What follows belongs to an exercise in optimizing a design on an open flow for small area, a short achievable clock period and few clock cycles per item; a production flow would make more cautious choices. The RTL was checked by simulation tests, not by an equivalence proof against the original design.

Design fckr_chooser, start of the top module:
module fckr_chooser (
    input  wire        clk,
    input  wire        rst,
    input  wire        start,
    input  wire [1:0]  op,
    input  wire [63:0] n,
    output wire        ready,
    output reg         done,
    output wire [63:0] a,
    output wire [63:0] b,
    output reg  [6:0]  fcnt,
    output reg         fq_valid,
    output wire [63:0] fq_data
);
Size in the first run: ~6000 cells after synthesis, ~440 flip-flops, about 270 I/O pins, ~51000 um^2 of cells after synthesis.
clock: 10.0 ns
lec_check: 0
abc_clock_period_in_ps: 5000
cap_margin: 20
core_margin: 2
core_utilization: 40
place_density: 0.6
setup_slack_margin: 5
slew_margin: 20
run.sh (not shown) runs the stock make flow with config.mk's settings and CLKGATE_MAP_FILE= SYNTH_SCRIPT=/design/flow/synth_recipe.tcl, a recipe that flattens the netlist after the stock synthesis.
Testbench counts at the start, summed over its fixed seeds: cycles 41,230, items 240.
Edit:
--- a/flow/design.v
+++ b/flow/design.v
@@ -62,21 +62,21 @@
     input  wire [1:0]  op,
     input  wire [63:0] n,
     output wire        ready,
     output reg         done,
     output wire [63:0] a,
     output wire [63:0] b,
     output reg  [6:0]  fcnt,
     output reg         fq_valid,
     output wire [63:0] fq_data
 );
-    localparam integer W = 20;           
+    localparam integer W = 19;           
     localparam integer K = 12;           
     localparam [3:0] S_IDLE  = 4'd0;
     localparam [3:0] S_DISP  = 4'd1;
     localparam [3:0] S_ISQ   = 4'd2;
     localparam [3:0] S_INIT1 = 4'd3;
     localparam [3:0] S_INIT2 = 4'd4;
     localparam [3:0] S_LANE  = 4'd5;
     localparam [3:0] S_DIVST = 4'd6;
     localparam [3:0] S_DIV   = 4'd7;
     localparam [3:0] S_DCHK  = 4'd8;
The changed run went through all stages and came out clean.
Synthesized area is lower by 0.49%.
Final cell count is lower by about 0.54%.
Die area is lower by 0.48%.
Cell area is lower by 0.98%.
Core utilization is lower by 0.35 points.
Routed wire length is lower by about 3%.
Hold slack gets better by 0.010 ns.
Sequential cell count is lower by 4.
Count of clock-buffer cells in the layout is higher by 6.
Via count is lower by 1.3%.
Testbench counts after the change, summed over its fixed seeds: cycles 41,230, items 240.

--- another note on this design; it stands on its own ---

Design fckr_chooser, start of the top module:
module fckr_chooser (
    input  wire        clk,
    input  wire        rst,
    input  wire        start,
    input  wire [1:0]  op,
    input  wire [63:0] n,
    output wire        ready,
    output reg         done,
    output wire [63:0] a,
    output wire [63:0] b,
    output reg  [6:0]  fcnt,
    output reg         fq_valid,
    output wire [63:0] fq_data
);
    localparam integer W = 22;           
    localparam [3:0] S_IDLE  = 4'd0;
    localparam [3:0] S_DISP  = 4'd1;
    localparam [3:0] S_ISQ   = 4'd2;
    localparam [3:0] S_INIT1 = 4'd3;
    localparam [3:0] S_INIT2 = 4'd4;
    localparam [3:0] S_LANE  = 4'd5;
    localparam [3:0] S_DIVST = 4'd6;
    localparam [3:0] S_DIV   = 4'd7;
    localparam [3:0] S_DCHK  = 4'd8;
    localparam [3:0] S_F2    = 4'd9;
    localparam [3:0] S_F2B   = 4'd10;
    localparam [3:0] S_FCHK  = 4'd11;
    reg [3:0]  st;
    reg        idle;
    reg [1:0]  opr;
    reg        neg;
    reg        skip;
    reg        lfirst;
    reg [6:0]  cnt;
    reg [63:0] N;
    reg [63:0] Q;
    reg [32:0] R;
    reg [31:0] D;
    reg [W-1:0] E;
    reg [W-1:0] G;
    reg [31:0] best_d;
    reg [36:0] best_b;
    reg [31:0] best_g;
    assign ready   = idle;
    assign a       = {32'd0, D};
    assign b       = Q;
    assign fq_data = Q;
    wire is_fac  = (opr == 2'd1);
    wire is_nice = (opr == 2'd3);
    wire        st_ge;
    wire [34:0] st_sh;
    wire [34:0] st_diff;
    fckr_div u_step (
        .isq (st == S_ISQ),
        .rem (R),
        .nxt (Q[63:62]),
        .dv  (D),
        .ge  (st_ge),
        .sh  (st_sh),
        .diff(st_diff)
    );
    wire top0 = (Q[63:56] == 8'd0);
    reg  [31:0] dk;
    always @(*) begin
        case (st)
            S_INIT2: dk = 32'd1;
            S_FCHK:  dk = 32'd2;
            default: dk = 32'hFFFF_FFFF;
        endcase
    end
    wire [31:0] Dadd = D + dk;
    wire [W-1:0] Rw = R[W-1:0];
  ...
For scale: roughly 360 flip-flops, ~270 I/O pins, about 0.043 mm² of cells after synthesis.
make LEC_CHECK=0 CAP_MARGIN=20 CORE_MARGIN=2 CORE_UTILIZATION=40 PLACE_DENSITY=0.6 SLEW_MARGIN=20 finish   # period 10.0 ns
run.sh (not shown) runs the stock make flow with config.mk's settings and CLKGATE_MAP_FILE= SYNTH_SCRIPT=/design/flow/synth_recipe.tcl, a recipe that flattens the netlist after the stock synthesis.
The starting point completed without violations.
Testbench counts at the start, summed over its fixed seeds: cycles 73,056, items 240.
Rerun with:
- ABC_CLOCK_PERIOD_IN_PS: default -> 4000
- SETUP_SLACK_MARGIN: default -> 5
Result:
- The new run ran to the end with no violations
- design area goes up by 14%
- core utilization climbs by 6.2 points
- worst hold slack is better by 0.025 ns
- wire length climbs by 9.9%
- via count came out higher by 6.3%


fckr_chooser, a different RTL version from the one above (not shown whole).
Size in the first run: roughly 6000 cells after synthesis, roughly 270 I/O pins, about 51000 um2 of cells after synthesis.
Settings: LEC_CHECK=0, ABC_CLOCK_PERIOD_IN_PS=5000, CAP_MARGIN=20, CORE_MARGIN=2, CORE_UTILIZATION=40, PLACE_DENSITY=0.6, SETUP_SLACK_MARGIN=4.5, SLEW_MARGIN=20; clock period 10.0 ns.
The baseline finished clean.
Testbench counts at the start, summed over its fixed seeds: cycles 42,665, items 240.
Next try:
- SETUP_SLACK_MARGIN: 4.5 -> 5
After rerunning:
- The changed run produced a clean layout
- worst hold slack loses 24 ps
- die area stays the same
- core utilization went up by 1.7 points
- worst setup slack gains 400 ps
- count of clock-buffer cells in the layout went up by 7
- final cell count went up by 1.8%
- clock skew went down by 8.7 ps

## port drivers added, routing unchanged
The flow's constraints put no driver on any port. The routed layouts listed below were extracted and timed again, unchanged, in two steps.
Step 1 (the two cells are an assumption about what drives the block):
set clk [get_ports {clk}]
set_driving_cell -lib_cell sky130_fd_sc_hd__clkbuf_16 $clk
set_driving_cell -lib_cell sky130_fd_sc_hd__buf_2 [delete_from_list [all_inputs] $clk]
Step 2 times the ports against the registers' clock, not the clock port: input delays grow and output delays shrink by t, the midpoint of the rising clock arrivals with the driver on.
Slacks: ideal / step 1 / step 2; pairs: ideal / step 1.
run | shift t [ns] | setup WS [ns] | clock arrival spread, ns | worst register clock-pin slew, ns | worst data-port slew with drivers (ns)
the first run of note 1 | 0.754 | 4.727 / 4.727 / 4.727 | 0.075 / 0.075 | 0.07 / 0.07 | 0.08
the second run of note 1 | 0.768 | 4.337 / 4.337 / 4.337 | 0.077 / 0.077 | 0.07 / 0.07 | 0.07
the first run of note 2 | 0.716 | 1.831 / 1.831 / 1.831 | 0.057 / 0.057 | 0.07 / 0.07 | 0.06
the second run of note 2 | 0.721 | 3.266 / 3.266 / 3.266 | 0.077 / 0.077 | 0.07 / 0.07 | 0.08
the first run of note 3 | 0.778 | 4.531 / 4.531 / 4.531 | 0.061 / 0.061 | 0.07 / 0.07 | 0.09
the second run of note 3 | 0.781 | 4.932 / 4.932 / 4.932 | 0.053 / 0.052 | 0.07 / 0.07 | 0.08
After both steps every run listed still meets setup and hold.
